Context: an optimization exercise on an open-source flow, tuned for small area, a short achievable clock period and few clock cycles per item. The choices shown serve that exercise and are no tape-out recipe. Function was checked by simulation only, so behaviour that the tests miss may differ from the original. Power figures rest on the tool's default switching activity, not on a simulated workload.

Setup of run A:
==> flow/design.v (excerpt) <==
module xlate_unit (
    input  wire        clk,
    input  wire        rst,      
    input  wire        start,    
    input  wire [31:0] rate,     
    output reg         ready,
    output reg         done,     
    output reg         err,      
    output wire [31:0] full,
    output wire [31:0] half
);
    localparam [29:0] NM1 = 30'd999999999;    
    localparam [30:0] NM2 = {NM1, 1'b0};
    reg        busy;         
    reg        ini;          
    reg [30:0] d;            
    reg [4:0]  cnt;          
    reg        nb;           
    reg [29:0] fq;           
    reg [29:0] hq;           
    assign full = {2'b00, fq};
    assign half = {3'b000, hq[28:0]};
    reg [4:0]  c0;
    reg        nb0;
    reg [29:0] r0;
    integer i;
    always @* begin
        c0  = 5'd0;
        nb0 = NM1[0];
        r0  = NM1 >> 1;
        for (i = 0; i < 30; i = i + 1)
            if (d[i]) begin
  ...
Size: about 100 flip-flops, roughly 8500 um2 of cells after synthesis.
Settings: LEC_CHECK=0, ABC_AREA=1, CAP_MARGIN=20, CORE_MARGIN=2, CORE_UTILIZATION=40, SLEW_MARGIN=20; clock period 10.0 ns.
standard.sh (not shown) runs the stock make flow with config.mk's settings and CLKGATE_MAP_FILE= SYNTH_SCRIPT=/design/flow/synth_recipe.tcl, a recipe that flattens the netlist after the stock synthesis.
==> flow/flow/run.sh <==
#!/bin/bash
set -euo pipefail
bash standard.sh \
  SETUP_SLACK_MARGIN=7.0 \
  BUFFER_PORTS_ARGS="-buffer_cell sky130_fd_sc_hd__buf_1" \
  finish > standard.log 2>&1
Run A finished every step from synthesis to the final layout, and the layout passed the timing, design-rule and antenna checks.
Testbench counts of run A, summed over its fixed seeds: cycles 53,932, items 3,200.
> inputs changed (run A -> run B)
- an added TNS_END_PERCENT of 10
--- outcome ---
- The number of sequential cells in the layout on run B is in line with that on run A.
- Re power: run A was higher than run B.
- Met2 routing resource usage after global routing: higher on run A
- Cmp run A and run B / worst slew margin relative to its limit / higher: run B
- Switching part of the total power in run B is 0.23 points higher than in run A
- Last weighted congestion value of the routability-driven placer came out exactly the same in run A and run B.
- Multi-input logic portion of the cell area ended up 1.2 points higher on run B than on run A.
- On routed via count divided by cell count, run A and run B are neck and neck.
- Diff run A..run B | first-pass GRT wire length | negligible
Relative to run B, the following input files were edited for run C:
- a change of TNS_END_PERCENT from 10 to 0
- a deleted ABC_AREA that had been 1
==> flow/flow/run.sh <==
#!/bin/bash
set -euo pipefail
bash standard.sh \
  SETUP_SLACK_MARGIN=6.8 \
  BUFFER_PORTS_ARGS="-buffer_cell sky130_fd_sc_hd__buf_1" \
  finish > standard.log 2>&1
==> run notes <==
- In the flow results for run B and run C, the relative slew slack is larger on run B.
- Of run B and run C, run C shows the higher final period demand of the worst path, with run B below it.
- Delta(fmax, run C - run B) < 0
- Higher worst path setup slack after routing goes to run B over run C.
- Synthesized-area fraction occupied by adder cells was lower in the run labelled run B.
- Compared with run B, run C shows a starting DRC count in detailed routing that is 145 higher.
- In run C relative to run B, non-clock buffer count had gone up by a little under 10%.
- Run B → run C: sequential cell area in the final layout about even, number of cells after detailed placement lower.
What run D does differently from run C at the input level:
==> flow/flow/run.sh <==
#!/bin/bash
set -euo pipefail
bash standard.sh \
  SETUP_SLACK_MARGIN=7.5 \
  BUFFER_PORTS_ARGS="-buffer_cell sky130_fd_sc_hd__buf_1" \
  finish > standard.log 2>&1
Notes after the runs:
In the reports for run C and run D, the smaller total of fill cells in the finished design belongs to run D.
Between run C and run D, the number of failing setup endpoints in the final timing report does not differ in any meaningful way.
From run C to run D the numbers moved as follows: power attributed to the clock group rose 12%; portion of total power attributed to combinational logic down 0.3 points; period utilization now sits lower; total power increased by 4.2% relative to the old numbers; hold slack dropped 0.013 ns.
Data required time at the worst endpoint sits higher in run D than in run C.
Going from run C to run D, relative area of clock buffers and inverters in the final design grows by 0.32 points.
End point of the critical path = hq[19]: run C; end point of the critical path = fq[18]: run D

xlate_unit again, from the RTL that the note above started with.
## xlate_unit
module xlate_unit (
    input  wire        clk,
    input  wire        rst,      
    input  wire        start,    
    input  wire [31:0] rate,     
    output reg         ready,
    output reg         done,     
    output reg         err,      
    output wire [31:0] full,
    output wire [31:0] half
);
Settings: LEC_CHECK=0, CAP_MARGIN=20, CORE_MARGIN=2, CORE_UTILIZATION=40, SLEW_MARGIN=20; clock period 10.0 ns.
==> flow/flow/run.sh <==
#!/bin/bash
set -euo pipefail
bash standard.sh \
  SETUP_SLACK_MARGIN=7.0 \
  REMOVE_ABC_BUFFERS=1 \
  BUFFER_PORTS_ARGS="-buffer_cell sky130_fd_sc_hd__buf_1" \
  finish > standard.log 2>&1
Testbench counts at the start, summed over its fixed seeds: cycles 53,932, items 3,200.
Then changed:
==> flow/flow/run.sh (replaced) <==
#!/bin/bash
set -euo pipefail
bash standard.sh \
  SETUP_SLACK_MARGIN=7.0 \
  BUFFER_PORTS_ARGS="-buffer_cell sky130_fd_sc_hd__buf_1" \
  finish > standard.log 2>&1
--- a/flow/config.mk
+++ b/flow/config.mk
@@ -9,3 +9,6 @@
 export CORE_MARGIN = 2
 export CORE_UTILIZATION = 40
+export CTS_CLUSTER_DIAMETER = 200
+export CTS_CLUSTER_SIZE = 40
 export SLEW_MARGIN = 20
+export TNS_END_PERCENT = 0
The new run went through all stages and came out clean; routed wire length fell by 11%; sequential cell count is unchanged; cell area goes down by 10%; non-clock buffer count falls by 44; clock skew barely changes; power decreases by 4.6%; global-route usage goes down by 2.4 points; worst hold slack degrades by 0.0083 ns.

Starting RTL as in the previous note.
==> flow/config.mk <==
export PLATFORM = sky130hd
export DESIGN_NAME = xlate_unit
export DESIGN_NICKNAME = xlate_unit
export VERILOG_FILES = /design/flow/design.v
export SDC_FILE = /design/flow/constraint.sdc
export NUM_CORES = 4
export LEC_CHECK = 0
export ABC_AREA = 1
export CAP_MARGIN = 20
export CORE_MARGIN = 2
export CORE_UTILIZATION = 40
export SLEW_MARGIN = 20
export TNS_END_PERCENT = 0
==> flow/constraint.sdc <==
create_clock -name core_clock -period 10.0 [get_ports {clk}]
set_input_delay 2.0000 -clock core_clock [delete_from_list [all_inputs] [get_ports {clk}]]
set_output_delay 2.0000 -clock core_clock [all_outputs]
set_load 0.01 [all_outputs]
==> flow/flow/run.sh <==
#!/bin/bash
set -euo pipefail
bash standard.sh \
  SETUP_SLACK_MARGIN=7.0 \
  BUFFER_PORTS_ARGS="-buffer_cell sky130_fd_sc_hd__buf_1" \
  finish > standard.log 2>&1
Testbench counts at the start, summed over its fixed seeds: cycles 53,932, items 3,200.
==> next run, changes <==
--- a/flow/flow/run.sh
+++ b/flow/flow/run.sh
@@ -4,0 +5 @@
+  SETUP_MOVE_SEQUENCE=unbuffer,sizeup,swap,clone \
--- a/flow/config.mk
+++ b/flow/config.mk
@@ -8 +7,0 @@
-export ABC_AREA = 1
@@ -13 +11,0 @@
-export TNS_END_PERCENT = 0
After rerunning: Combinational power went up by a few percent. Cell count went down by about a fifth. Critical path depth increases by 4. Register-to-register slack got worse by 0.46 ns. Routed wire length came out lower slightly.
==> next run, changes <==
--- a/flow/flow/run.sh
+++ b/flow/flow/run.sh
@@ -5 +4,0 @@
-  SETUP_MOVE_SEQUENCE=unbuffer,sizeup,swap,clone \
--- a/flow/config.mk
+++ b/flow/config.mk
@@ -11,0 +12 @@
+export TNS_END_PERCENT = 0
Effect: Hold slack improved by 0.012 ns. Via count is lower by about 1%. Setup slack improved by 0.35 ns. Design area is higher by 0.92%. Die area does not change. Clock skew stays flat. Wire length is lower by about 2%. Total power is higher by 3.3%.
==> next run, changes <==
--- a/flow/config.mk
+++ b/flow/config.mk
@@ -12 +12 @@
-export TNS_END_PERCENT = 0
+export TNS_END_PERCENT = 10
Design area goes up by 1.0%; synthesized cell count is unchanged; register-to-register slack gains 0.03 ns; hold slack barely changes; routed wire length goes up by 0.41%.
==> next run, changes <==
--- a/flow/config.mk
+++ b/flow/config.mk
@@ -12 +11,0 @@
-export TNS_END_PERCENT = 10
- sequential power decreases slightly
- cell area came out higher by a little under a tenth
- global-route usage went up by 0.89 points
- worst hold slack gets worse by 0.011 ns
- total power rose slightly
- flip-flop and latch count does not change
- clock power shrinks by a little under a tenth
- non-clock buffer count is higher by 33
- combinational power rose by roughly a tenth
- clock-buffer cell count goes down by 1
- clock skew is higher by 0.0051 ns
==> next run, changes <==
--- a/flow/flow/run.sh
+++ b/flow/flow/run.sh
@@ -4 +4 @@
-  SETUP_SLACK_MARGIN=7.0 \
+  SETUP_SLACK_MARGIN=7.2 \
--- a/flow/config.mk
+++ b/flow/config.mk
@@ -11,0 +12 @@
+export TNS_END_PERCENT = 0
Routed wire length fell by 5.9%.
Design area fell by 5.4%.
Register-to-register slack stays flat.
Fmax stays flat.

==> port drivers added, routing unchanged <==
The flow's constraints put no driver on any port. The routed layouts listed below were extracted and timed again, unchanged, in two steps. Step 1 (the two cells are an assumption about what drives the block):
set clk [get_ports {clk}]
set_driving_cell -lib_cell sky130_fd_sc_hd__clkbuf_16 $clk
set_driving_cell -lib_cell sky130_fd_sc_hd__buf_2 [delete_from_list [all_inputs] $clk]
Step 2 also shifts input and output timing later by t, the mid clock arrival at the registers, as if the neighbouring blocks saw the same clock. Slacks: no drivers / after step 1 / after step 2; pairs: no drivers / after step 1.
run | t, ns | slack for setup (ns) | worst setup path after step 2
run A | 0.412 | 6.839 / 6.846 / 6.434 | input to register
run B | 0.412 | 6.862 / 6.871 / 6.459 | input to register
run C | 0.413 | 6.779 / 6.779 / 6.430 | input to register
run D | 0.408 | 6.880 / 6.880 / 6.570 | input to register
the first run of note 2 | 0.412 | 6.747 / 6.747 / 6.471 | input to register
the second run of note 2 | 0.408 | 6.815 / 6.815 / 6.581 | input to register
the first run of note 3 | 0.410 | 6.802 / 6.818 / 6.408 | input to register
the second run of note 3 | 0.415 | 6.462 / 6.462 / 6.267 | input to register
the third run of note 3 | 0.408 | 6.815 / 6.815 / 6.581 | input to register
the fourth run of note 3 | 0.407 | 6.844 / 6.844 / 6.579 | input to register
the fifth run of note 3 | 0.413 | 6.882 / 6.882 / 6.604 | input to register
the sixth run of note 3 | 0.408 | 6.880 / 6.880 / 6.570 | input to register
After both steps setup and hold are still met in every run listed. The setup slack of run A, which loses most, moves by +0.007 ns with the drivers and by -0.405 ns with both steps.
